This is an optimization exercise on Yosys and OpenROAD, whose aim is a short achievable clock period and few clock cycles, not a production implementation.
Only simulation tests tie the RTL to the original design; equivalence was not proved.
No activity file was given, so power comes from the tool's default toggle rates.

### constraint.sdc
create_clock -name core_clock -period 10.0 [get_ports {clk}]
set_input_delay 2.0000 -clock core_clock [delete_from_list [all_inputs] [get_ports {clk}]]
set_output_delay 2.0000 -clock core_clock [all_outputs]
set_load 0.01 [all_outputs]
### design.v
module lj372_core (
    input  wire        clk,
    input  wire        rst,
    output reg         mem_req,
    output reg         mem_we,
    output reg  [11:0] mem_addr,
    output reg  [15:0] mem_wdata,
    input  wire        mem_ready,
    input  wire [15:0] mem_rdata,
    input  wire        con_in_valid,
    input  wire [7:0]  con_in_data,
    output reg         con_in_ready,
    output reg         con_out_valid,
    output reg  [7:0]  con_out_data,
    input  wire        con_out_ready,
    output wire        halted,
    output wire        faulted,
    input  wire [3:0]  dbg_sel,
    output reg  [15:0] dbg_data
);
    localparam [3:0] OP_BR   = 4'h0, OP_ADD  = 4'h1, OP_LD   = 4'h2, OP_ST   = 4'h3,
                     OP_JSR  = 4'h4, OP_AND  = 4'h5, OP_LDR  = 4'h6, OP_STR  = 4'h7,
                     OP_INV  = 4'h8, OP_NOT  = 4'h9, OP_LDI  = 4'hA, OP_STI  = 4'hB,
                     OP_JMP  = 4'hC, OP_PP   = 4'hD, OP_LEA  = 4'hE, OP_TRAP = 4'hF;
    reg  [15:0] regs [0:7];
    reg  [2:0]  cc;             
    reg  [15:0] fpc;            
    reg         halt_r, fault_r;
    reg  [15:0] fault_addr;
    reg         iv;             
    reg  [15:0] ir;
    reg  [15:0] xpc;            
    reg  [15:0] ea;             
    reg         ea_stale;
    reg         ph;             
    reg         cov;            
    reg  [7:0]  cbyte;
    reg  [15:0] ic_word  [0:7];
    reg  [8:0]  ic_tag   [0:7];
    reg  [7:0]  ic_valid;
    reg  [15:0] dc_word  [0:7];
    reg  [8:0]  dc_tag   [0:7];
    reg  [7:0]  dc_valid;
    reg  [7:0]  dc_dirty;
    function [2:0] cc_of(input [15:0] v);
        cc_of = v[15] ? 3'b100 : (v == 16'h0000) ? 3'b010 : 3'b001;
    endfunction
    wire stopped = halt_r | fault_r;
    assign halted  = halt_r;
    assign faulted = fault_r;
    always @(*) begin
        case (dbg_sel)
            4'd0, 4'd1, 4'd2, 4'd3,
            4'd4, 4'd5, 4'd6, 4'd7: dbg_data = regs[dbg_sel[2:0]];
            4'd8:                   dbg_data = fpc;
            4'd9:                   dbg_data = {13'h0000, cc};
            4'd10:                  dbg_data = fault_addr;
            default:                dbg_data = 16'h0000;
        endcase
    end
    wire [3:0]  op    = ir[15:12];
    wire [2:0]  f_dr  = ir[11:9];
    wire [2:0]  f_sr1 = ir[8:6];
    wire [15:0] x_sr1 = regs[f_sr1];
    wire [15:0] x_sr2 = regs[ir[2:0]];
    wire [15:0] x_dr  = regs[f_dr];
    wire [15:0] r0    = regs[0];
    wire [15:0] r6    = regs[6];
    wire is_alu  = (op == OP_ADD) | (op == OP_AND) | (op == OP_NOT);
    wire is_lea  = (op == OP_LEA);
    wire is_br   = (op == OP_BR);
    wire is_jmp  = (op == OP_JMP);
    wire is_jsr  = (op == OP_JSR);
    wire is_ld   = (op == OP_LD) | (op == OP_LDR);
    wire is_ldi  = (op == OP_LDI);
    wire is_st   = (op == OP_ST) | (op == OP_STR);
    wire is_sti  = (op == OP_STI);
    wire is_push = (op == OP_PP) & ~ir[5];
    wire is_pop  = (op == OP_PP) &  ir[5];
    wire is_trap = (op == OP_TRAP);
    wire t_getc  = is_trap & (ir[7:0] == 8'h20);
    wire t_out   = is_trap & (ir[7:0] == 8'h21);
    wire t_puts  = is_trap & (ir[7:0] == 8'h22);
    wire t_halt  = is_trap & (ir[7:0] == 8'h25);
    wire ben = |(cc & ir[11:9]);
    wire [15:0] opb = ir[5] ? {{11{ir[4]}}, ir[4:0]} : x_sr2;
    reg  [15:0] alu;
    always @(*) begin
        case (op)
            OP_ADD:  alu = x_sr1 + opb;
            OP_AND:  alu = x_sr1 & opb;
            default: alu = ~x_sr1;
        endcase
    end
    wire ea_in = (ea[15:12] == 4'h3);
    reg [7:0] wmask;
    always @(*) begin
        wmask = 8'h00;
        if (is_alu | is_lea | is_ld | is_ldi) wmask[f_dr] = 1'b1;
        if (is_jsr)  wmask[7] = 1'b1;
        if (is_pop) begin wmask[f_dr] = 1'b1; wmask[6] = 1'b1; end
        if (is_push) wmask[6] = 1'b1;
        if (t_getc)  wmask[0] = 1'b1;
    end
    wire [2:0]  dc_idx  = ea[2:0];
    wire [8:0]  dc_tg   = ea[11:3];
    wire        dc_hit  = dc_valid[dc_idx] & (dc_tag[dc_idx] == dc_tg);
    wire        dc_evict = dc_valid[dc_idx] & dc_dirty[dc_idx] & ~dc_hit;
    wire        puts_step = ~cov | con_out_ready;
    wire        dc_rd  = iv & ~ea_stale & (is_ld | is_ldi | (is_sti & ~ph) | (t_puts & puts_step));
    wire        dc_wr  = iv & ~ea_stale & (is_st | (is_sti & ph));
    wire        dc_op  = (dc_rd | dc_wr) & ea_in;
    wire [15:0] dc_rdata = dc_hit ? dc_word[dc_idx] : mem_rdata;
    wire        dc_rok = dc_hit | (~dc_evict & mem_ready);
    wire need_base = is_ld | is_st | is_jmp | (is_jsr & ~ir[11]) | (op == OP_PP) | t_puts;
    wire recompute = iv & ea_stale;    
    reg  x_done;        
    reg  x_fault;       
    reg  x_port;        
    reg  redirect;
    always @(*) begin
        x_done   = 1'b0;
        x_fault  = 1'b0;
        x_port   = 1'b0;
        redirect = 1'b0;
        if (iv && !ea_stale) begin
            if (is_alu | is_lea | (op == OP_INV)) x_done = 1'b1;
            if (is_br)  begin x_done = 1'b1; redirect = ben; end
            if (is_jmp | is_jsr) begin x_done = 1'b1; redirect = 1'b1; end
            if (is_trap & ~t_getc & ~t_out & ~t_puts) x_done = 1'b1;
            if (t_getc) x_done = con_in_valid;
            if (t_out)  x_done = con_out_ready;
            if (op == OP_PP) begin
                if (!ea_in) x_fault = 1'b1;
                else begin
                    x_port = 1'b1;
                    x_done = mem_ready;
                end
            end
            if (is_ld | is_ldi | is_st | is_sti | (t_puts & puts_step)) begin
                if (!ea_in) x_fault = 1'b1;
                else begin
                    if (dc_rd) begin
                        x_port = ~dc_hit;
                        if (dc_rok) begin
                            if (is_ld | (is_ldi & ph)) x_done = 1'b1;
                            if (t_puts & (dc_rdata == 16'h0000)) x_done = 1'b1;
                        end
                    end else begin
                        x_port = dc_evict;
                        x_done = ~dc_evict | mem_ready;
                    end
                end
            end
        end
    end
    wire x_stop  = x_fault | (iv & ~ea_stale & t_halt);
    wire fetch_go = ~stopped & (~iv | x_done) & ~x_stop;
    wire [15:0] fa     = redirect ? ea : fpc;
    wire        fa_in  = (fa[15:12] == 4'h3);
    wire [2:0]  fa_idx = fa[2:0];
    wire        ic_hit = ic_valid[fa_idx] & (ic_tag[fa_idx] == fa[11:3]);
    wire [15:0] fw     = ic_hit ? ic_word[fa_idx] : mem_rdata;
    wire        f_ok   = fa_in & (ic_hit | (~x_port & mem_ready));
    wire [15:0] fa1    = fa + 16'd1;
    wire [3:0]  fop    = fw[15:12];
    wire [15:0] f_base = regs[fw[8:6]];
    wire [15:0] f_off  = (fop == OP_JSR) ? {{5{fw[10]}}, fw[10:0]} : {{7{fw[8]}}, fw[8:0]};
    wire [15:0] f_pcrel = fa1 + f_off;
    wire [15:0] f_ldr  = f_base + {{10{fw[5]}}, fw[5:0]};
    wire [15:0] r6m1   = r6 - 16'd1;
    reg  [15:0] f_ea;
    reg         f_nb;       
    reg  [2:0]  f_bsel;
    always @(*) begin
        f_nb   = 1'b0;
        f_bsel = fw[8:6];
        case (fop)
            OP_LDR, OP_STR: begin f_ea = f_ldr; f_nb = 1'b1; end
            OP_JMP:         begin f_ea = f_base; f_nb = 1'b1; end
            OP_JSR: begin
                if (fw[11])               f_ea = f_pcrel;
                else if (fw[8:6] == 3'd7) f_ea = fa1;
                else begin f_ea = f_base; f_nb = 1'b1; end
            end
            OP_PP: begin
                f_ea = fw[5] ? r6 : r6m1; f_nb = 1'b1; f_bsel = 3'd6;
            end
            OP_TRAP: begin
                f_ea = r0; f_nb = (fw[7:0] == 8'h22); f_bsel = 3'd0;
            end
            default: f_ea = f_pcrel;
        endcase
    end
    wire f_stale = f_nb & iv & wmask[f_bsel];
    reg [15:0] r_ea;
    always @(*) begin
        case (op)
            OP_LDR, OP_STR: r_ea = x_sr1 + {{10{ir[5]}}, ir[5:0]};
            OP_PP:          r_ea = ir[5] ? r6 : r6m1;
            OP_TRAP:        r_ea = r0;
            default:        r_ea = x_sr1;
        endcase
    end
    always @(*) begin
        mem_req   = 1'b0;
        mem_we    = 1'b0;
        mem_addr  = fa[11:0];
        mem_wdata = dc_word[dc_idx];
        if (!stopped) begin
            if (x_port) begin
                mem_req = 1'b1;
                if (op == OP_PP) begin
                    mem_we    = ~ir[5];
                    mem_addr  = ea[11:0];
                    mem_wdata = (f_dr == 3'd6) ? ea : x_dr;
                end else if (dc_evict) begin
                    mem_we    = 1'b1;
                    mem_addr  = {dc_tag[dc_idx], dc_idx};
                end else begin
                    mem_addr  = ea[11:0];
                end
            end else if (fetch_go) begin
                mem_req = ~ic_hit & fa_in;
            end
        end
        con_in_ready  = ~stopped & iv & ~ea_stale & t_getc;
        con_out_valid = ~stopped & ((iv & ~ea_stale & t_out) | cov);
        con_out_data  = cov ? cbyte : r0[7:0];
    end
    integer i;
    always @(posedge clk) begin
        if (rst) begin
            fpc        <= 16'h3000;
            cc         <= 3'b010;
            halt_r     <= 1'b0;
            fault_r    <= 1'b0;
            fault_addr <= 16'h0000;
            iv         <= 1'b0;
            ir         <= 16'h0000;
            xpc        <= 16'h0000;
            ea         <= 16'h0000;
            ea_stale   <= 1'b0;
            ph         <= 1'b0;
            cov        <= 1'b0;
            cbyte      <= 8'h00;
            ic_valid   <= 8'h00;
            dc_valid   <= 8'h00;
            dc_dirty   <= 8'h00;
            for (i = 0; i < 8; i = i + 1)
                regs[i] <= 16'h0000;
        end else if (!stopped) begin
            if (recompute) begin
                ea       <= r_ea;
                ea_stale <= 1'b0;
            end else if (iv) begin
                if (x_fault) begin
                    fault_r    <= 1'b1;
                    fault_addr <= ea;
                    fpc        <= xpc;
                    iv         <= 1'b0;
                    cov        <= 1'b0;
                end
                if (t_halt) begin
                    halt_r <= 1'b1;
                    iv     <= 1'b0;
                end
                if (is_alu) begin
                    regs[f_dr] <= alu;
                    cc         <= cc_of(alu);
                end
                if (is_lea) begin
                    regs[f_dr] <= ea;
                    cc         <= cc_of(ea);
                end
                if (is_jsr) regs[7] <= fpc;
                if (t_getc && con_in_valid) regs[0] <= {8'h00, con_in_data};
                if ((op == OP_PP) && ea_in && mem_ready) begin
                    if (!ir[5]) regs[6] <= ea;
                    else begin
                        regs[f_dr] <= mem_rdata;
                        regs[6]    <= (f_dr == 3'd6) ? mem_rdata + 16'd1 : ea + 16'd1;
                    end
                end
                if (dc_op) begin
                    if (dc_rd) begin
                        if (dc_hit) begin
                        end else if (dc_evict) begin
                            if (mem_ready) dc_dirty[dc_idx] <= 1'b0;
                        end else if (mem_ready) begin
                            dc_word[dc_idx]  <= mem_rdata;
                            dc_tag[dc_idx]   <= dc_tg;
                            dc_valid[dc_idx] <= 1'b1;
                            dc_dirty[dc_idx] <= 1'b0;
                        end
                        if (dc_rok) begin
                            if (is_ld | (is_ldi & ph)) begin
                                regs[f_dr] <= dc_rdata;
                                cc         <= cc_of(dc_rdata);
                                ph         <= 1'b0;
                            end
                            if ((is_ldi | is_sti) & ~ph) begin
                                ea <= dc_rdata;
                                ph <= 1'b1;
                            end
                            if (t_puts) begin
                                if (dc_rdata == 16'h0000) begin
                                    cov <= 1'b0;
                                end else begin
                                    cov   <= 1'b1;
                                    cbyte <= dc_rdata[7:0];
                                    ea    <= ea + 16'd1;
                                end
                            end
                        end else if (t_puts & con_out_ready) begin
                            cov <= 1'b0;
                        end
                    end else begin
                        if (dc_hit) begin
                            dc_word[dc_idx]  <= x_dr;
                            dc_dirty[dc_idx] <= 1'b1;
                        end else if (!dc_evict || mem_ready) begin
                            dc_word[dc_idx]  <= x_dr;
                            dc_tag[dc_idx]   <= dc_tg;
                            dc_valid[dc_idx] <= 1'b1;
                            dc_dirty[dc_idx] <= 1'b1;
                        end
                        if (!dc_evict || mem_ready) ph <= 1'b0;
                    end
                end
            end
            if (fetch_go) begin
                if (!fa_in) begin
                    fault_r    <= 1'b1;
                    fault_addr <= fa;
                    fpc        <= fa;
                    iv         <= 1'b0;
                end else if (f_ok) begin
                    if (!ic_hit) begin
                        ic_word[fa_idx]  <= mem_rdata;
                        ic_tag[fa_idx]   <= fa[11:3];
                        ic_valid[fa_idx] <= 1'b1;
                    end
                    iv       <= 1'b1;
                    ir       <= fw;
                    xpc      <= fa;
                    fpc      <= fa1;
                    ea       <= f_ea;
                    ea_stale <= f_stale;
                end else begin
                    iv  <= 1'b0;
                    fpc <= fa;
                end
            end
        end
    end
endmodule
### run.sh
#!/bin/bash
# synth_recipe.tcl (not shown) runs the flow's synth.tcl, then flattens the netlist and writes it again
# the make line also repeats each setting of config.mk as NAME=value (left out here)
make -C /OpenROAD-flow-scripts/flow DESIGN_CONFIG=/design/flow/config.mk WORK_HOME=/design/flow/orfs CLKGATE_MAP_FILE= SYNTH_SCRIPT=/design/flow/synth_recipe.tcl finish
### config.mk
export PLATFORM = sky130hd
export DESIGN_NAME = lj372_core
export DESIGN_NICKNAME = lj372_core
export VERILOG_FILES = /design/flow/design.v
export SDC_FILE = /design/flow/constraint.sdc
export NUM_CORES = 4
export LEC_CHECK = 0
export CAP_MARGIN = 20
export CORE_MARGIN = 2
export CORE_UTILIZATION = 40
export SLEW_MARGIN = 20
==> summary.txt, run 1 <==
Status: no timing/DRC/antenna violations
Setup TNS: 0 ns
Post-Route Skew: 0.0420 ns
Max VDD drop: 146 uV
Count leader, synth: edfxtp_1
Largest net degree at the start of global routing: 66
Setup CP Type: reg -> reg
Die Area: 103000 um^2
Mean Syn Cell Area: 10.6 um^2
Fillers: 9171
DR WL/cell: 32.4 um
Core Area: 99700 um^2
Worst flop-to-flop path startpoint: ir[11]$_SDFFE_PP0P_
Clock slew at reported path FFs: 0.07 ns
Residual DRC count: 0
Via count: 33900
Gr ovfl total: 0
RePlAce Congestion: 1.05
Setup crit start: ir[11]$_SDFFE_PP0P_
Cell Count, Final, Fillers Out: 5174
Final nets: 3922
Count of cells resized by post-cts repair: 0
Critical Path AT: 9.62 ns
Yosys reg bits: 661
Row cnt: 116
Startpoint types: flip-flop
Post-synth EDFFs: 528
Async SR Flop Fraction: 0%
Synth cell types: 98
Worst Path Max Fanout: 28
Worst min-delay path startpoint: dc_valid[3]$_SDFFE_PP0P_
Area growth syn-to-layout: 13.4%
Vias per cell: 6.56
Initial Util: 40.2%
Fin crit share: 90.7%
CTS Hold Bufs: 0
Antenna violations before repair: 13
Multi-input logic area: 20200 um^2
DP HPWL: 123000 um
H-tree depth: 3
Clk buf depth: 3
Clock buffer count from CTS: 76
Syn_nets: 3872
Final setup fails: 0
CP Data Required Time: 10.56 ns
Synth area leaders: edfxtp_1 40%, mux4_2 10%, dfxtp_1 6.7%
Least-Margin Pin Slew: 1.21 ns
Slew Viols, Final: 0
First-pass GRT wire length: 236000 um
CP max stage delay: 0.72 ns
Number of global-route vias before repair: 31700
Drt pass-1 iters: 9
Clk root buf: clkbuf_16
Yosys top cell by area: edfxtp_1
Antenna viol nets, final: 0
Mapped Area: 40000 um^2
Dpl cells: 5029
Die Wd: 320 um
CP top delay family: compound AO/OA/AOI/OAI gates
Warnings, synthesis: 1
Die Ht: 320 um
Worst path bufs/invs: 3
Mapped Cells: 3760
Share of layout cells above drive strength 1: 15.9%
Worst setup EP type: flip-flop
I/O Buffers: 90
Drt first-iter violations: 5308
Setup repair bufs after CTS: 0
CTS tree: yes
Reg area: 18500 um^2
Register area share after synthesis: 46.3%
CTS Sinks: 661
Fmax: 110 MHz
I/O pin count: 91
Final min period: 9.07 ns
Final Hold Fails: 0
GRT Util Overall: 32.1%
Max Cap Viol: 0
Hold Path Class: reg -> reg
Relative slew slack: 16.7%
Overall routed net length: 167000 um
Top FF cell, synth: edfxtp_1
RSZ-0062 raised after global routing: false
Clock latency at the later pin of the worst-skew pair: 0.70 ns
PwrDens: 280 nW/um^2
Leakage: 0.0158 uW
Worst path slowest cell: a211o_2
Post-synth top area share: 39.6%
Post-synth top cells: 528 x edfxtp_1, 481 x nor2_1, 315 x nand2_1, 235 x a21oi_1, 230 x o21ai_0
-- state kept, by name, summed over array words and instances, names as in the netlist, 72 cells and up, named ones only --
register	flops
dc_word	128
ic_word	128
regs	128
dc_tag	72
ic_tag	72
-- routing by layer --
metal  global-route usage, %  wire length [um]
met5                       0                82
met4                    16.5             10300
met3                    8.66             20900
met2                    47.0             70600
met1                    43.7             65600
-- cell usage in the layout (no fill, tap or decap), types with 76 or more instances in the layout --
cell	n
nand3_1	78
a21oi_1	233
xnor2_1	102
clkdlybuf4s50_1	86
mux2i_1	174
dfxtp_1	127
nor2_1	472
inv_1	87
nand2_1	314
buf_4	168
edfxtp_1	528
o21ai_0	229
mux4_2	182
clkbuf_16	76
a211oi_1	76
-- logic make-up after synthesis --
logic type	after synthesis	synth area share, %
adders and majority gates	80	2.57
buffers and inverters	379	3.81
xor gates and xnor gates	132	2.89
and+or+nand+nor	1152	12.8
muxes	423	16.5
DFF	661	46.3
AOI/OAI and AO/OA	933	15.1
-- stage by stage --
stage	hold slack, ns	power (uW)	setup WS [ns]	cell area (um^2)	utilization (%)
after floorplan	0.431	7180	2.60	40000	-
after global placement	0.448	9570	1.06	42800	42.9
after detailed placement	0.455	9580	1.11	42800	42.9
after CTS	0.470	12500	1.06	45400	45.5
after global routing	0.483	13100	0.329	45400	45.5
final	0.465	12700	0.933	45400	45.6
-- path summary, 6_finish.rpt --
kind | slack, ns | end | cells past startpoint
max | 0.93 | ea[15]$_SDFFE_PP0N_ | 30
min | 0.46 | dc_valid[3]$_SDFFE_PP0P_ | 2
max reg2reg | 0.93 | ea[15]$_SDFFE_PP0N_ | 30
min reg2reg | 0.46 | dc_valid[3]$_SDFFE_PP0P_ | 2
-- worst reg2reg max path, delay by kind of cell (launching register included) --
family / cells / cell delay, ns
simple gates: 2 / 0.97
compound gates: 19 / 5.09
mux: 3 / 1.02
buf+inv: 3 / 0.86
xor+xnor: 2 / 0.33
flops: 1 / 0.44
fa+ha+maj: 1 / 0.21
-- layout make-up --
class | instances | share of cell area, %
multi-input cells | 2720 | 44.4
clock buffers | 82 | 4.24
diodes | 4 | 0.0220
clock inverters | 58 | 1.48
flip-flops and latches | 661 | 40.8
well taps | 1298 | 3.58
repair buffers | 258 | 4.73
inverters | 93 | 0.769
-- power by group --
| group | switching [uW] | leakage, uW | internal [uW] | total (uW) |
|---|---|---|---|---|
| Sequential | 308 | 0.00604 | 3260 | 3570 |
| Combinational | 4100 | 0.00854 | 2120 | 6220 |
| Clock | 1250 | 0.00124 | 1680 | 2920 |
| Total | 5650 | 0.0158 | 7060 | 12700 |
Testbench counts, summed over its fixed seeds: cycles 44,362.
==> run 2, diff against run 1 <==
--- a/design.v
+++ b/design.v
@@ -157,12 +157,18 @@
     wire x_stop  = x_fault | (iv & ~ea_stale & t_halt);
     wire fetch_go = ~stopped & (~iv | x_done) & ~x_stop;
     wire [15:0] fa     = redirect ? ea : fpc;
-    wire        fa_in  = (fa[15:12] == 4'h3);
+    wire        fa_in  = redirect ? (ea[15:12] == 4'h3) : (fpc[15:12] == 4'h3);
     wire [2:0]  fa_idx = fa[2:0];
-    wire        ic_hit = ic_valid[fa_idx] & (ic_tag[fa_idx] == fa[11:3]);
-    wire [15:0] fw     = ic_hit ? ic_word[fa_idx] : mem_rdata;
+    wire        hit_s  = ic_valid[fpc[2:0]] & (ic_tag[fpc[2:0]] == fpc[11:3]);
+    wire        hit_r  = ic_valid[ea[2:0]]  & (ic_tag[ea[2:0]]  == ea[11:3]);
+    wire [15:0] icw_s  = ic_word[fpc[2:0]];
+    wire [15:0] icw_r  = ic_word[ea[2:0]];
+    wire        ic_hit = redirect ? hit_r : hit_s;
+    wire [15:0] fw     = redirect ? (hit_r ? icw_r : mem_rdata) : (hit_s ? icw_s : mem_rdata);
     wire        f_ok   = fa_in & (ic_hit | (~x_port & mem_ready));
-    wire [15:0] fa1    = fa + 16'd1;
+    wire [15:0] fpc1   = fpc + 16'd1;
+    wire [15:0] ea1    = ea + 16'd1;
+    wire [15:0] fa1    = redirect ? ea1 : fpc1;
     wire [3:0]  fop    = fw[15:12];
     wire [15:0] f_base = regs[fw[8:6]];
     wire [15:0] f_off  = (fop == OP_JSR) ? {{5{fw[10]}}, fw[10:0]} : {{7{fw[8]}}, fw[8:0]};
@@ -220,7 +226,7 @@
                 end else begin
                     mem_addr  = ea[11:0];
                 end
-            end else if (fetch_go) begin
+            end else begin
                 mem_req = ~ic_hit & fa_in;
             end
         end
@@ -279,7 +285,7 @@
                     if (!ir[5]) regs[6] <= ea;
                     else begin
                         regs[f_dr] <= mem_rdata;
-                        regs[6]    <= (f_dr == 3'd6) ? mem_rdata + 16'd1 : ea + 16'd1;
+                        regs[6]    <= (f_dr == 3'd6) ? mem_rdata + 16'd1 : ea1;
                     end
                 end
                 if (dc_op) begin
@@ -309,7 +315,7 @@
                                 end else begin
                                     cov   <= 1'b1;
                                     cbyte <= dc_rdata[7:0];
-                                    ea    <= ea + 16'd1;
+                                    ea    <= ea1;
                                 end
                             end
                         end else if (t_puts & con_out_ready) begin
--- a/config.mk
+++ b/config.mk
@@ -5,7 +5,9 @@
 export SDC_FILE = /design/flow/constraint.sdc
 export NUM_CORES = 4
 export LEC_CHECK = 0
+export ABC_CLOCK_PERIOD_IN_PS = 5500
 export CAP_MARGIN = 20
 export CORE_MARGIN = 2
 export CORE_UTILIZATION = 40
+export SETUP_SLACK_MARGIN = 4
 export SLEW_MARGIN = 20
==> run 2 against run 1 <==
Setup slack improved by 2.8 ns. Hold slack got worse by 0.0084 ns. Largest cell class unchanged. Sequential power is 2% higher. Critical path depth is 4 lower. Clock skew shrank 0.0057 ns. Final cell count up 3.7%. Synthesized cell count is 0.43% higher. Sequential share of layout area decreased by 3.5 points. Synthesized area rose by 5.1%.
==> summary.txt, run 2 <==
Mapped Cells: 3776
Post-synth top area share: 37.7%
Clock slew at reported path FFs: 0.06 ns
Yosys reg bits: 664
DR WL/cell: 32.8 um
Final setup fails: 0
Post-Route Skew: 0.0363 ns
Row cnt: 118
Startpoint types: flip-flop
Worst Path Max Fanout: 23
Status: no timing/DRC/antenna violations
Post-synth EDFFs: 528
GRT Util Overall: 32.1%
Clock power frac: 23.6%
CTS Sinks: 664
Clk buf depth: 3
Max VDD drop: 144 uV
RSZ-0062 raised after global routing: true
Core Area: 104000 um^2
Die Wd: 328 um
Mean Syn Cell Area: 11.1 um^2
PwrDens: 246 nW/um^2
Reg area: 18600 um^2
I/O pin count: 91
Cell mode on critical path: buf_4
Clock latency at the later pin of the worst-skew pair: 0.68 ns
Synth cell types: 91
Drt pass-1 iters: 6
Gr ovfl total: 0
Commonest non-fill, non-tap cell in the layout: edfxtp_1
Fmax: 160 MHz
Clock buffer count from CTS: 80
Async SR Flop Fraction: 0%
Worst setup EP type: flip-flop
Die Ht: 328 um
Vias per cell: 6.61
Drt first-iter violations: 5506
I/O Buffers: 90
Relative slew slack: 15.1%
Antenna viol nets, final: 0
RePlAce Congestion: 1.03
Multi-input logic area: 23000 um^2
CTS tree: yes
Hold Path Class: reg -> reg
Clk root buf: clkbuf_16
Via count: 35500
Warnings, synthesis: 1
Seq pwr share: 29.7%
DP HPWL: 121000 um
First-pass GRT wire length: 248000 um
Cell-internal power: 7130 uW
Setup TNS: 0 ns
Post-synth top cells: 528 x edfxtp_1, 423 x nor2_1, 301 x nand2_1, 275 x mux4_2, 223 x clkbuf_1
Final min period: 6.23 ns
CP max stage delay: 0.68 ns
Part of the power in combinational logic: 46.6%
Total Power: 12300 uW
CP top delay family: compound AO/OA/AOI/OAI gates
Syn_nets: 3889
Worst path bufs/invs: 7
Count leader, synth: edfxtp_1
P_sw: 5140 uW
Register area share after synthesis: 44.2%
Die Area: 108000 um^2
Share of layout cells above drive strength 1: 25.1%
Leakage: 0.0176 uW
CP Data Required Time: 10.54 ns
Final nets: 4032
H-tree depth: 3
Max Cap Viol: 0
Mapped Area: 42100 um^2
Worst path slowest cell: o21ai_0
Synth area leaders: edfxtp_1 38%, mux4_2 15%, dfxtp_1 6.5%
Top FF cell, synth: edfxtp_1
Switch share: 41.9%
Final Hold Fails: 0
Fin crit share: 62.3%
Area growth syn-to-layout: 18.7%
Antenna violations before repair: 4
Fillers: 9450
CTS Hold Bufs: 0
Slew Viols, Final: 0
Least-Margin Pin Slew: 1.27 ns
Initial Util: 40.5%
Largest net degree at the start of global routing: 64
Largest regs: dc_word (128), ic_word (128), regs (128)
Critical Path AT: 6.77 ns
Number of global-route vias before repair: 33400
Overall routed net length: 176000 um
Most frequent cells in the layout: 528 x edfxtp_1, 401 x nor2_1, 291 x nand2_1
Residual DRC count: 0
Yosys top cell by area: edfxtp_1
Setup CP Type: reg -> reg
-- run 2: cell types whose count changed after synthesis, sizes merged, moves of 18 or more --
cell and change:
mux2 +18, nor2 -58, nor3 -21, mux2i +27
a21oi -21, buf +25, mux4 +93, a22oi -20
a221oi -31, xor2 +30
-- run 2: cell families (layout without fill, tap and decap cells) --
family          Yosys count  in the layout  synth area share (%)
fa+ha+maj                80             80                  2.45
simple gates           1080           1086                  11.6
mux                     561            561                  21.8
compound gates          847            847                  12.9
buf+inv                 391            595                  3.80
xor+xnor                153            153                  3.19
flops                   664            664                  44.2
other cells               0              2                     0
-- run 2: power by group through the flow --
| stage | logic, uW | registers (uW) | clock network [uW] |
|---|---|---|---|
| floorplan | 3530 | 3420 | 0 |
| global placement | 4970 | 3750 | 0 |
| detailed placement | 4990 | 3760 | 0 |
| CTS | 5430 | 3620 | 2910 |
| global route | 6000 | 3660 | 3020 |
| finish | 5730 | 3650 | 2900 |
-- run 2: stage by stage --
step	cell area, um^2	hold WS (ns)	utilization [%]	setup slack [ns]	std cells
2_1_floorplan	42100	0.429	-	3.73	3776
3_3_place_gp	44600	0.438	42.9	2.34	5072
3_5_place_dp	44600	0.444	43.0	2.28	5074
4_1_cts	49200	0.451	47.3	3.84	5327
5_1_grt	49900	0.476	48.0	3.63	5366
6_report	49900	0.456	48.0	3.77	5368
-- run 2: routing by layer --
layer / up-vias / share of wire (%) / wire length, um / GRT usage [%]
met3: 497 / 12 / 21800 / 9.35
met5: - / 0.0051 / 9 / 0
li1: 14800 / - / - / -
met2: 2477 / 43 / 75700 / 46.9
met4: 2 / 6.6 / 11700 / 18.1
met1: 17700 / 38 / 67100 / 42.7
-- run 2: worst paths after layout --
path,from,endpoint,slack (ns),cells past startpoint
setup reg to reg,flip-flop,ea[14]$_SDFFE_PP0N_,3.77,26
hold / removal,xpc[0]$_SDFFE_PP0N_,xpc[0]$_SDFFE_PP0N_,0.46,2
setup / recovery,flip-flop,ea[14]$_SDFFE_PP0N_,3.77,26
hold reg to reg,xpc[0]$_SDFFE_PP0N_,xpc[0]$_SDFFE_PP0N_,0.46,2
-- run 2: area by class of cell --
| cell class | count | share of cell area (%) |
|---|---|---|
| multi-input cells | 2727 | 46.1 |
| flip-flops and latches | 664 | 37.3 |
| repair buffers | 369 | 7.39 |
| clock buffers | 97 | 4.28 |
| well taps | 1380 | 3.46 |
| clock inverters | 52 | 0.897 |
| inverters | 77 | 0.586 |
| diodes | 2 | 0.0100 |
-- run 2: repair_timing --
item                                   4_1_cts  5_1_grt
gates cloned                                12        1
endpoints found under the hold margin        0        0
pin swaps                                   45       22
setup endpoints to repair                  489      262
gates resized for setup                    306      106
setup buffers                               92       37
-- run 2: tightest hold or removal path, stage by stage, from the launching register on --
cell     delay, ns
dfxtp_1       0.31
nand2_1       0.05
a21oi_1       0.05
Testbench counts of run 2, summed over its fixed seeds: cycles 44,362.
==> run 3, diff against run 2 <==
--- a/design.v
+++ b/design.v
@@ -45,6 +45,22 @@
     function [2:0] cc_of(input [15:0] v);
         cc_of = v[15] ? 3'b100 : (v == 16'h0000) ? 3'b010 : 3'b001;
     endfunction
+    function [15:0] ks_add(input [15:0] a, input [15:0] b, input cin);
+        reg [15:0] g, p, x;
+        integer d, k;
+        begin
+            x = a ^ b;
+            g = a & b;
+            p = x;
+            g[0] = g[0] | (p[0] & cin);
+            for (d = 1; d < 16; d = d * 2)
+                for (k = 15; k >= d; k = k - 1) begin
+                    g[k] = g[k] | (p[k] & g[k-d]);
+                    p[k] = p[k] & p[k-d];
+                end
+            ks_add = x ^ {g[14:0], cin};
+        end
+    endfunction
     wire stopped = halt_r | fault_r;
     assign halted  = halt_r;
     assign faulted = fault_r;
@@ -87,7 +103,7 @@
     reg  [15:0] alu;
     always @(*) begin
         case (op)
-            OP_ADD:  alu = x_sr1 + opb;
+            OP_ADD:  alu = ks_add(x_sr1, opb, 1'b0);
             OP_AND:  alu = x_sr1 & opb;
             default: alu = ~x_sr1;
         endcase
@@ -107,7 +123,7 @@
     wire        dc_hit  = dc_valid[dc_idx] & (dc_tag[dc_idx] == dc_tg);
     wire        dc_evict = dc_valid[dc_idx] & dc_dirty[dc_idx] & ~dc_hit;
     wire        puts_step = ~cov | con_out_ready;
-    wire        dc_rd  = iv & ~ea_stale & (is_ld | is_ldi | (is_sti & ~ph) | (t_puts & puts_step));
+    wire        dc_rd  = iv & ~ea_stale & (is_ld | is_ldi | (is_sti & ~ph) | t_puts);
     wire        dc_wr  = iv & ~ea_stale & (is_st | (is_sti & ph));
     wire        dc_op  = (dc_rd | dc_wr) & ea_in;
     wire [15:0] dc_rdata = dc_hit ? dc_word[dc_idx] : mem_rdata;
@@ -137,14 +153,20 @@
                     x_done = mem_ready;
                 end
             end
-            if (is_ld | is_ldi | is_st | is_sti | (t_puts & puts_step)) begin
+            if (t_puts) begin
+                if (!ea_in) x_fault = ~cov;
+                else begin
+                    x_port = ~dc_hit & (~dc_evict | ~cov);
+                    x_done = ~dc_evict & puts_step & dc_rok & (dc_rdata == 16'h0000);
+                end
+            end
+            if (is_ld | is_ldi | is_st | is_sti) begin
                 if (!ea_in) x_fault = 1'b1;
                 else begin
                     if (dc_rd) begin
                         x_port = ~dc_hit;
                         if (dc_rok) begin
                             if (is_ld | (is_ldi & ph)) x_done = 1'b1;
-                            if (t_puts & (dc_rdata == 16'h0000)) x_done = 1'b1;
                         end
                     end else begin
                         x_port = dc_evict;
@@ -169,36 +191,72 @@
     wire [15:0] fpc1   = fpc + 16'd1;
     wire [15:0] ea1    = ea + 16'd1;
     wire [15:0] fa1    = redirect ? ea1 : fpc1;
-    wire [3:0]  fop    = fw[15:12];
-    wire [15:0] f_base = regs[fw[8:6]];
-    wire [15:0] f_off  = (fop == OP_JSR) ? {{5{fw[10]}}, fw[10:0]} : {{7{fw[8]}}, fw[8:0]};
-    wire [15:0] f_pcrel = fa1 + f_off;
-    wire [15:0] f_ldr  = f_base + {{10{fw[5]}}, fw[5:0]};
-    wire [15:0] r6m1   = r6 - 16'd1;
-    reg  [15:0] f_ea;
-    reg         f_nb;       
-    reg  [2:0]  f_bsel;
+    wire [15:0] em1 = ea - 16'd1;
+    reg  [15:0] r6_f, r6m1_f, r0_f;
+    reg         r6_st, r0_st;
     always @(*) begin
-        f_nb   = 1'b0;
-        f_bsel = fw[8:6];
-        case (fop)
-            OP_LDR, OP_STR: begin f_ea = f_ldr; f_nb = 1'b1; end
-            OP_JMP:         begin f_ea = f_base; f_nb = 1'b1; end
-            OP_JSR: begin
-                if (fw[11])               f_ea = f_pcrel;
-                else if (fw[8:6] == 3'd7) f_ea = fa1;
-                else begin f_ea = f_base; f_nb = 1'b1; end
-            end
-            OP_PP: begin
-                f_ea = fw[5] ? r6 : r6m1; f_nb = 1'b1; f_bsel = 3'd6;
-            end
-            OP_TRAP: begin
-                f_ea = r0; f_nb = (fw[7:0] == 8'h22); f_bsel = 3'd0;
-            end
-            default: f_ea = f_pcrel;
-        endcase
+        r6_f   = r6;
+        r6m1_f = r6 - 16'd1;
+        r6_st  = 1'b0;
+        if (iv) begin
+            if (is_push) begin
+                r6_f = ea; r6m1_f = em1;
+            end else if (is_pop && f_dr != 3'd6) begin
+                r6_f = ea1; r6m1_f = ea;
+            end else if (wmask[6]) r6_st = 1'b1;
+        end
+        r0_f  = r0;
+        r0_st = 1'b0;
+        if (iv && wmask[0]) begin
+            if (is_lea)      r0_f = ea;
+            else if (is_alu) r0_f = alu;
+            else             r0_st = 1'b1;
+        end
     end
-    wire f_stale = f_nb & iv & wmask[f_bsel];
+    wire [127:0] rf = {regs[7], regs[6], regs[5], regs[4], regs[3], regs[2], regs[1], regs[0]};
+    function [16:0] pre(input [15:0] w, input [15:0] pc1, input [127:0] rfv,
+                        input [7:0] wm, input [15:0] r6v, input [15:0] r6m1v, input r6s,
+                        input [15:0] r0v, input r0s, input ivv);
+        reg [15:0] base, off, e;
+        reg        st;
+        begin
+            base = rfv[w[8:6]*16 +: 16];
+            off  = (w[15:12] == OP_JSR) ? {{5{w[10]}}, w[10:0]} : {{7{w[8]}}, w[8:0]};
+            st   = 1'b0;
+            case (w[15:12])
+                OP_LDR, OP_STR: begin
+                    e  = ks_add(base, {{10{w[5]}}, w[5:0]}, 1'b0);
+                    st = wm[w[8:6]];
+                end
+                OP_JMP: begin
+                    e  = base;
+                    st = wm[w[8:6]];
+                end
+                OP_JSR: begin
+                    if (w[11])               e = ks_add(pc1, off, 1'b0);
+                    else if (w[8:6] == 3'd7) e = pc1;
+                    else begin e = base; st = wm[w[8:6]]; end
+                end
+                OP_PP: begin
+                    e  = w[5] ? r6v : r6m1v;
+                    st = r6s;
+                end
+                OP_TRAP: begin
+                    e  = r0v;
+                    st = r0s & (w[7:0] == 8'h22);
+                end
+                default: e = ks_add(pc1, off, 1'b0);
+            endcase
+            pre = {st & ivv, e};
+        end
+    endfunction
+    wire [16:0] pre_s = pre(icw_s,     fpc1, rf, wmask, r6_f, r6m1_f, r6_st, r0_f, r0_st, iv);
+    wire [16:0] pre_r = pre(icw_r,     ea1,  rf, wmask, r6_f, r6m1_f, r6_st, r0_f, r0_st, iv);
+    wire [16:0] pre_m = pre(mem_rdata, fa1,  rf, wmask, r6_f, r6m1_f, r6_st, r0_f, r0_st, iv);
+    wire [16:0] pre_f = redirect ? (hit_r ? pre_r : pre_m) : (hit_s ? pre_s : pre_m);
+    wire [15:0] f_ea    = pre_f[15:0];
+    wire        f_stale = pre_f[16];
+    wire [15:0] r6m1    = r6 - 16'd1;
     reg [15:0] r_ea;
     always @(*) begin
         case (op)
@@ -288,11 +346,12 @@
                         regs[6]    <= (f_dr == 3'd6) ? mem_rdata + 16'd1 : ea1;
                     end
                 end
+                if (t_puts & ~ea_in & cov & con_out_ready) cov <= 1'b0;
                 if (dc_op) begin
                     if (dc_rd) begin
                         if (dc_hit) begin
                         end else if (dc_evict) begin
-                            if (mem_ready) dc_dirty[dc_idx] <= 1'b0;
+                            if (mem_ready & ~(t_puts & cov)) dc_dirty[dc_idx] <= 1'b0;
                         end else if (mem_ready) begin
                             dc_word[dc_idx]  <= mem_rdata;
                             dc_tag[dc_idx]   <= dc_tg;
@@ -309,7 +368,8 @@
                                 ea <= dc_rdata;
                                 ph <= 1'b1;
                             end
-                            if (t_puts) begin
+                            if (t_puts & ~puts_step) begin
+                            end else if (t_puts) begin
                                 if (dc_rdata == 16'h0000) begin
                                     cov <= 1'b0;
                                 end else begin
--- a/config.mk
+++ b/config.mk
@@ -5,9 +5,9 @@
 export SDC_FILE = /design/flow/constraint.sdc
 export NUM_CORES = 4
 export LEC_CHECK = 0
-export ABC_CLOCK_PERIOD_IN_PS = 5500
+export ABC_CLOCK_PERIOD_IN_PS = 4000
 export CAP_MARGIN = 20
 export CORE_MARGIN = 2
 export CORE_UTILIZATION = 40
-export SETUP_SLACK_MARGIN = 4
+export SETUP_SLACK_MARGIN = 5
 export SLEW_MARGIN = 20
==> run 3 against run 2 <==
Count of clock-buffer cells in the layout increased by 5. Register-to-register slack improved by 0.40 ns. Cell area is 30% higher. Core utilization increased by 2.9 points. Hold slack improved by 0.0047 ns. Final cell count grew 34%. Flip-flop and latch count unchanged. Clock skew up 0.035 ns. Combinational power grew to 3.2 times the previous value. Synthesized cell count increased by 35%. Via count rose by 49%. Global-route usage is 15 points higher.
==> summary.txt, run 3 <==
Vias per cell: 7.34
Post-synth EDFFs: 528
Yosys reg bits: 664
Setup CP Type: reg -> reg
First-pass GRT wire length: 418000 um
Post-synth top cells: 528 x edfxtp_1, 500 x nand2_1, 451 x nor2_1, 307 x mux2i_1, 297 x a21oi_1
Hold Crit Depth: 2
Worst path bufs/invs: 6
CP max stage delay: 0.75 ns
Seq pwr share: 14.9%
Via count: 52700
Mean Syn Cell Area: 10.0 um^2
Leakage: 0.0232 uW
Drt first-iter violations: 9503
Max Cap Viol: 0
Fin crit share: 58.4%
Area growth syn-to-layout: 26.5%
Clock buffer count from CTS: 79
Die Ht: 362 um
Synth area leaders: edfxtp_1 31%, mux4_2 12%, mux2i_1 6.0%
Count leader, synth: edfxtp_1
DP HPWL: 224000 um
Synth cell types: 116
Cell mode on critical path: buf_12
Reg2Reg Depth: 24
DR WL/cell: 44.2 um
Row cnt: 131
Clock latency at the later pin of the worst-skew pair: 0.76 ns
Final min period: 5.84 ns
Die Wd: 362 um
Core Area: 127000 um^2
CTS tree: yes
Antenna viol nets, final: 0
GRT Util Overall: 46.8%
Fmax: 171 MHz
Final setup fails: 0
Reg2reg end: ea[9]$_SDFFE_PP0N_
Fillers: 11300
Worst-path cell chain: buf_12, buf_12, buf_16, buf_12, mux4_2, nor2_4, nor2_4, buf_6, mux2_4, o22ai_4, a221oi_4, buf_6, ha_4, nand3_2, o211ai_1, o21ai_1, a211o_1, nor2b_4, xnor2_1, a21oi_2, a41oi_1, o211ai_1, nor3_1, a311o_1
Worst path slowest cell: o211ai_1
Initial Util: 40.2%
Die Area: 131000 um^2
I/O Buffers: 90
I/O pin count: 91
Relative slew slack: 9.85%
CP Data Required Time: 10.62 ns
Setup TNS: 0 ns
Syn_nets: 5282
RSZ-0062 raised after global routing: true
Final Hold Fails: 0
Clk root buf: clkbuf_16
Switch share: 53.5%
Worst setup EP type: flip-flop
Yosys top cell by area: edfxtp_1
RePlAce Congestion: 1.11
Antenna violations before repair: 35
Hold Path Class: reg -> reg
CP top delay family: compound AO/OA/AOI/OAI gates
Post-Route Skew: 0.0716 ns
Worst min-delay path startpoint: cbyte[1]$_SDFFE_PP0P_
Share of layout cells above drive strength 1: 30.6%
Final Core Density: 50.9%
Warnings, synthesis: 1
H-tree depth: 3
Worst Hold Endpoint: cbyte[1]$_SDFFE_PP0P_
Post-synth top area share: 31.0%
Final nets: 5608
Largest net degree at the start of global routing: 53
Cell area after placement: 54800 um^2
Cell-internal power: 11700 uW
Top FF cell, synth: edfxtp_1
Mapped Area: 51200 um^2
Register area share after synthesis: 36.3%
Startpoint types: flip-flop
Worst Path Max Fanout: 8
Async SR Flop Fraction: 0%
Max VDD drop: 232 uV
Final Instance Area: 64700 um^2
Residual DRC count: 0
Pre-CTS setup slack: 2.51 ns
P_sw: 13500 uW
Status: no timing/DRC/antenna violations
Flop2flop setup slack: 4.16 ns
Number of global-route vias before repair: 47500
Commonest non-fill, non-tap cell in the layout: edfxtp_1
Largest regs: dc_word (128), ic_word (128), regs (128)
Mapped Cells: 5104
Critical Path AT: 6.45 ns
PwrDens: 390 nW/um^2
Clock slew at reported path FFs: 0.06 ns
Part of the power in combinational logic: 73.0%
Clk buf depth: 3
Clock power frac: 12.1%
Slew Viols, Final: 0
Most frequent cells in the layout: 528 x edfxtp_1, 474 x nand2_1, 409 x nor2_1
CTS Hold Bufs: 0
Worst setup margin: 4.16 ns
Overall routed net length: 318000 um
Drt pass-1 iters: 7
Least-Margin Pin Slew: 1.34 ns
CTS Sinks: 664
Gr ovfl total: 0
==> run 3: changes by cell type in the layout (fill, tap and decap cells not counted), moves of 44 or more <==
cell / change
nand2_1: +183
buf_4: +166
nand3_1: +65
mux2i_1: +60
o21ai_0: +54
ha_1: +48
a21oi_1: +46
buf_12: +44
==> run 3: worst max path at each step <==
stage                          endpoint  slack, ns  cells past startpoint
floorplan           ea[14]$_SDFFE_PP0N_       4.66                     18
global placement    ea[10]$_SDFFE_PP0N_       2.57                     23
detailed placement   ea[6]$_SDFFE_PP0N_       2.51                     22
CTS                         mem_addr[9]       4.34                     16
global route         ea[9]$_SDFFE_PP0N_       4.20                     24
finish               ea[9]$_SDFFE_PP0N_       4.16                     24
==> run 3: cells by family (layout without fill, tap and decap cells) <==
group           after synthesis  in the layout  share of synthesized area [%]
compound gates             1348           1348                           17.9
xor+xnor                    181            181                           3.10
fa+ha+maj                   146            146                           3.68
buf+inv                     531            914                           4.50
flops                       664            664                           36.3
mux                         696            696                           20.7
other cells                   0             30                              0
simple gates               1538           1546                           13.9
==> run 3: layer usage <==
| layer | up-vias | GRT usage, % | routed length, um |
|---|---|---|---|
| met4 | 24 | 33.6 | 29800 |
| li1 | 20500 | - | - |
| met2 | 4620 | 63.4 | 123000 |
| met1 | 26300 | 59.1 | 116000 |
| met3 | 1218 | 20.4 | 48100 |
| met5 | - | 0 | 256 |
==> run 3: repair_timing <==
action | 4_1_cts | 5_1_grt
pin swaps | 75 | 100
gates resized for setup | 714 | 332
endpoints found under the hold margin | 0 | 0
setup buffers | 157 | 99
endpoints found under the setup margin | 792 | 499
cloned | 35 | 12
==> run 3: final cells by class <==
class	count	area (um^2)	share of cell area (%)
multi-input cells	3917	33800	52.1
repair inverters	1	8.76	0.0135
inverters	124	513	0.792
well taps	1662	2080	3.21
flip-flops and latches	664	18600	28.8
diodes	30	75.1	0.116
repair buffers	643	6980	10.8
clock inverters	44	520	0.804
clock buffers	102	2160	3.34
==> run 3: power by group through the flow <==
stage / clock network [uW] / registers, uW / logic, uW
after floorplan: 0 / 3520 / 8600
after CTS: 3060 / 3720 / 16000
after detailed placement: 0 / 3820 / 14200
after global placement: 0 / 3820 / 14200
final: 3050 / 3780 / 18400
after global routing: 3160 / 3770 / 18600
==> run 3: worst min-delay path, delay by kind of cell, from the launching register on <==
| kind | cells | cell delay, ns |
|---|---|---|
| AOI/OAI and AO/OA | 1 | 0.05 |
| DFF | 1 | 0.31 |
| and+or+nand+nor | 1 | 0.06 |
==> run 3: per-stage QoR <==
step	cells	hold WS, ns	power (uW)
2_1_floorplan	5104	0.428	12100
3_3_place_gp	6705	0.441	18000
3_5_place_dp	6707	0.448	18000
4_1_cts	7045	0.457	22800
5_1_grt	7159	0.477	25600
6_report	7187	0.461	25300
Testbench counts of run 3, summed over its fixed seeds: cycles 44,181.
==> run 4, diff against run 3 <==
--- a/design.v
+++ b/design.v
@@ -128,6 +128,13 @@
     wire        dc_op  = (dc_rd | dc_wr) & ea_in;
     wire [15:0] dc_rdata = dc_hit ? dc_word[dc_idx] : mem_rdata;
     wire        dc_rok = dc_hit | (~dc_evict & mem_ready);
+    wire [15:0] ptr     = dc_word[dc_idx];
+    wire [2:0]  idx2    = ptr[2:0];
+    wire        hit2    = dc_valid[idx2] & (dc_tag[idx2] == ptr[11:3]);
+    wire        evict2  = dc_valid[idx2] & dc_dirty[idx2] & ~hit2;
+    wire [15:0] data2   = dc_word[idx2];
+    wire        merge   = iv & ~ea_stale & ~ph & ea_in & dc_hit & (ptr[15:12] == 4'h3) &
+                          ((is_ldi & hit2) | (is_sti & ~evict2));
     wire need_base = is_ld | is_st | is_jmp | (is_jsr & ~ir[11]) | (op == OP_PP) | t_puts;
     wire recompute = iv & ea_stale;    
     reg  x_done;        
@@ -168,6 +175,7 @@
                         if (dc_rok) begin
                             if (is_ld | (is_ldi & ph)) x_done = 1'b1;
                         end
+                        if (merge) x_done = 1'b1;
                     end else begin
                         x_port = dc_evict;
                         x_done = ~dc_evict | mem_ready;
@@ -213,10 +221,13 @@
             else             r0_st = 1'b1;
         end
     end
+    wire        fwd_ok  = iv & (is_lea | is_alu);
+    wire [15:0] fwd_val = is_lea ? ea : alu;
     wire [127:0] rf = {regs[7], regs[6], regs[5], regs[4], regs[3], regs[2], regs[1], regs[0]};
     function [16:0] pre(input [15:0] w, input [15:0] pc1, input [127:0] rfv,
                         input [7:0] wm, input [15:0] r6v, input [15:0] r6m1v, input r6s,
-                        input [15:0] r0v, input r0s, input ivv);
+                        input [15:0] r0v, input r0s, input ivv,
+                        input fok, input [2:0] freg, input [15:0] fval);
         reg [15:0] base, off, e;
         reg        st;
         begin
@@ -229,12 +240,13 @@
                     st = wm[w[8:6]];
                 end
                 OP_JMP: begin
-                    e  = base;
-                    st = wm[w[8:6]];
+                    if (fok && freg == w[8:6]) e = fval;
+                    else begin e = base; st = wm[w[8:6]]; end
                 end
                 OP_JSR: begin
                     if (w[11])               e = ks_add(pc1, off, 1'b0);
                     else if (w[8:6] == 3'd7) e = pc1;
+                    else if (fok && freg == w[8:6]) e = fval;
                     else begin e = base; st = wm[w[8:6]]; end
                 end
                 OP_PP: begin
@@ -250,9 +262,9 @@
             pre = {st & ivv, e};
         end
     endfunction
-    wire [16:0] pre_s = pre(icw_s,     fpc1, rf, wmask, r6_f, r6m1_f, r6_st, r0_f, r0_st, iv);
-    wire [16:0] pre_r = pre(icw_r,     ea1,  rf, wmask, r6_f, r6m1_f, r6_st, r0_f, r0_st, iv);
-    wire [16:0] pre_m = pre(mem_rdata, fa1,  rf, wmask, r6_f, r6m1_f, r6_st, r0_f, r0_st, iv);
+    wire [16:0] pre_s = pre(icw_s,     fpc1, rf, wmask, r6_f, r6m1_f, r6_st, r0_f, r0_st, iv, fwd_ok, f_dr, fwd_val);
+    wire [16:0] pre_r = pre(icw_r,     ea1,  rf, wmask, r6_f, r6m1_f, r6_st, r0_f, r0_st, iv, fwd_ok, f_dr, fwd_val);
+    wire [16:0] pre_m = pre(mem_rdata, fa1,  rf, wmask, r6_f, r6m1_f, r6_st, r0_f, r0_st, iv, fwd_ok, f_dr, fwd_val);
     wire [16:0] pre_f = redirect ? (hit_r ? pre_r : pre_m) : (hit_s ? pre_s : pre_m);
     wire [15:0] f_ea    = pre_f[15:0];
     wire        f_stale = pre_f[16];
@@ -364,10 +376,20 @@
                                 cc         <= cc_of(dc_rdata);
                                 ph         <= 1'b0;
                             end
-                            if ((is_ldi | is_sti) & ~ph) begin
+                            if ((is_ldi | is_sti) & ~ph & ~merge) begin
                                 ea <= dc_rdata;
                                 ph <= 1'b1;
                             end
+                            if (merge & is_ldi) begin
+                                regs[f_dr] <= data2;
+                                cc         <= cc_of(data2);
+                            end
+                            if (merge & is_sti) begin
+                                dc_word[idx2]  <= x_dr;
+                                dc_tag[idx2]   <= ptr[11:3];
+                                dc_valid[idx2] <= 1'b1;
+                                dc_dirty[idx2] <= 1'b1;
+                            end
                             if (t_puts & ~puts_step) begin
                             end else if (t_puts) begin
                                 if (dc_rdata == 16'h0000) begin
==> run 4 against run 3 <==
Synthesized area is 6.7% higher. Flip-flop and latch count unchanged. Fmax increased by 1.4%. Die area is 6.6% higher. Via count is 15% higher. Core utilization increased by 2.7 points. Sequential power about the same. Critical path type is now reg -> out. Largest power group unchanged.
==> summary.txt, run 4 <==
CTS tree: yes
Initial Util: 40.3%
I/O Buffers: 90
Largest net degree at the start of global routing: 71
Hold Crit Depth: 2
Die Area: 139000 um^2
Cell-internal power: 12700 uW
P_sw: 15600 uW
Yosys top cell by area: edfxtp_1
Most frequent cells in the layout: 759 x nand2_1, 528 x edfxtp_1, 516 x buf_4
Reg2reg end: ea[13]$_SDFFE_PP0N_
Flop2flop setup slack: 4.48 ns
Final min period: 5.75 ns
Hold Path Class: reg -> reg
RSZ-0062 raised after global routing: true
Final nets: 6530
Least-Margin Pin Slew: 1.27 ns
Mapped Area: 54600 um^2
Seq pwr share: 13.3%
CTS Sinks: 664
DR WL/cell: 44.2 um
Reg2Reg Depth: 14
Worst Path Max Fanout: 44
H-tree depth: 3
Setup CP Type: reg -> out
Status: no timing/DRC/antenna violations
Switch share: 55.0%
Setup crit start: ir[11]$_SDFFE_PP0N_
First-pass GRT wire length: 468000 um
GRT Util Overall: 48.9%
Yosys reg bits: 664
Relative slew slack: 14.8%
Row cnt: 135
Drt first-iter violations: 10600
Dpl cells: 7503
Mean Syn Cell Area: 9.35 um^2
Antenna viol nets, final: 0
Post-synth top area share: 29.0%
Antenna violations before repair: 33
Max VDD drop: 250 uV
Clock slew at reported path FFs: 0.05 ns
Area growth syn-to-layout: 33.0%
PwrDens: 390 nW/um^2
Synth cell types: 101
Number of global-route vias before repair: 54300
Warnings, synthesis: 1
Hold_ws: 0.453 ns
RePlAce Congestion: 1.07
Drt pass-1 iters: 9
Clk root buf: clkbuf_16
Largest regs: dc_word (128), ic_word (128), regs (128)
Pre-CTS setup slack: 2.57 ns
Count leader, synth: nand2_1
Post-synth top cells: 808 x nand2_1, 552 x nor2_1, 528 x edfxtp_1, 366 x o21ai_0, 353 x clkbuf_1
Die Wd: 373 um
Clock power frac: 10.6%
CP Data Required Time: 8.00 ns
Final Hold Fails: 0
Fmax: 174 MHz
Reg area: 18600 um^2
Clock latency at the later pin of the worst-skew pair: 0.72 ns
Critical Path AT: 3.75 ns
Final setup fails: 0
Synth area leaders: edfxtp_1 29%, mux4_2 13%, nand2_1 5.6%
Worst flop-to-flop path startpoint: ea[8]$_SDFFE_PP0N_
Fin crit share: 57.5%
Startpoint types: flip-flop
Vias per cell: 7.39
Multi-input logic area: 38100 um^2
Max Cap Viol: 0
Leakage: 0.0267 uW
Register area share after synthesis: 34.0%
Part of the power in combinational logic: 76.1%
Post-Route Skew: 0.0567 ns
Cell Count, Final, Fillers Out: 8216
Gr ovfl total: 0
Final Instance Area: 72600 um^2
Core Area: 135000 um^2
Worst setup EP type: output port
Via count: 60800
Top FF cell, synth: edfxtp_1
Clock buffer count from CTS: 78
Mapped Cells: 5842
Residual DRC count: 0
Die Ht: 373 um
Cell area after placement: 58300 um^2
Clk buf depth: 3
Setup TNS: 0 ns
CTS Hold Bufs: 0
Slew Viols, Final: 0
Syn_nets: 6023
Worst Hold Endpoint: cbyte[1]$_SDFFE_PP0P_
I/O pin count: 91
Overall routed net length: 363000 um
Worst min-delay path startpoint: cbyte[1]$_SDFFE_PP0P_
Worst setup margin: 4.25 ns
Share of layout cells above drive strength 1: 32.4%
DP HPWL: 247000 um
Post-synth EDFFs: 528
Commonest non-fill, non-tap cell in the layout: nand2_1
Async SR Flop Fraction: 0%
Fillers: 11900
## run 4: what timing repair did
item | in CTS | in global routing
cloned | 37 | 36
setup endpoints to repair | 1038 | 930
resized for setup | 978 | 487
setup buffers | 295 | 178
endpoints found under the hold margin | 0 | 0
pin swaps | 130 | 170
## run 4: worst max-delay path: stages (launching register included)
cell and delay, ns:
dfxtp_4 0.46, a222oi_1 0.65, nor2_2 0.18, o21ai_4 0.23, buf_6 0.45, a41oi_1 0.41, o31ai_4 0.45, buf_2 0.20
## run 4: power by group through the flow
stage                     Clock [uW]  Combinational, uW  Sequential [uW]
after global routing            3110              21600             3740
final                           3010              21600             3760
after detailed placement           0              15700             3870
after global placement             0              15700             3870
after CTS                       2990              18400             3700
after floorplan                    0               9300             3430
## run 4: worst max-delay path by stage
stage | to | slack, ns | cells after the start
after floorplan | ea[12]$_SDFFE_PP0N_ | 4.26 | 21
after global placement | ea[11]$_SDFFE_PP0N_ | 2.57 | 20
after detailed placement | mem_req | 2.57 | 10
after CTS | mem_addr[2] | 4.27 | 14
after global routing | mem_addr[9] | 4.20 | 14
final | mem_req | 4.25 | 7
## run 4: cells by family (layout without fill, tap and decap cells)
kind of cell               after synthesis  count (layout)  share of synthesized area (%)
muxes                                  670             670                           19.9
AOI/OAI and AO/OA                     1513            1514                           18.1
other                                    0              21                              0
xor gates and xnor gates               215             215                           3.45
and+or+nand+nor                       2016            2027                           16.4
buffers and inverters                  616            1176                           4.56
adders and majority gates              148             148                           3.50
DFF                                    664             664                           34.0
## run 4: routing by layer
metal,share of wire [%],wire (um),GRT usage [%],vias to the layer above
met3,16,57300,19.7,1532
met1,35,128000,61.7,30000
met2,39,143000,67.7,5918
li1,-,-,-,23300
met4,9.6,34900,34.5,18
met5,0.055,200,0,-
## run 4: area by class of cell
class                   instances  area share (%)
diodes                         21          0.0724
inverters                     124           0.751
well taps                    1781            3.07
repair buffers                905            14.3
flip-flops and latches        664            25.7
clock inverters                46           0.738
repair inverters                2          0.0310
multi-input cells            4574            52.5
clock buffers                  99            2.84
## run 4: metrics by stage
step	util, %	total power, uW
final	53.6	28300
after global routing	53.6	28500
after CTS	50.3	25100
after floorplan	-	12700
after global placement	43.1	19600
after detailed placement	43.1	19600
Testbench counts of run 4, summed over its fixed seeds: cycles 43,237.

what the ideal ports hide:
Ports are ideal in the flow. The routed layouts listed here were re-timed in OpenROAD.
Step 1: set_driving_cell puts a clkbuf_16 on clk and a buf_2 on each other input, an assumption about the parent block.
Step 2 times the ports against the registers' clock, not the clock port: input delays grow and output delays shrink by t, the midpoint of the rising clock arrivals with the driver on.
Three values: ideal, step 1, step 2; two values: the first two.
run	t (ns)	slack for setup (ns)	pins driven straight from the clock port
run 1	0.751	0.933 / 0.933 / 0.933	1
run 2	0.732	3.768 / 3.768 / 3.224	1
run 3	0.806	4.164 / 4.160 / 3.588	1
run 4	0.772	4.245 / 4.162 / 3.645	1
After both steps every run listed still meets setup and hold. For run 4, which loses most, drivers alone change the setup slack by -0.083 ns; drivers and shift together by -0.600 ns.
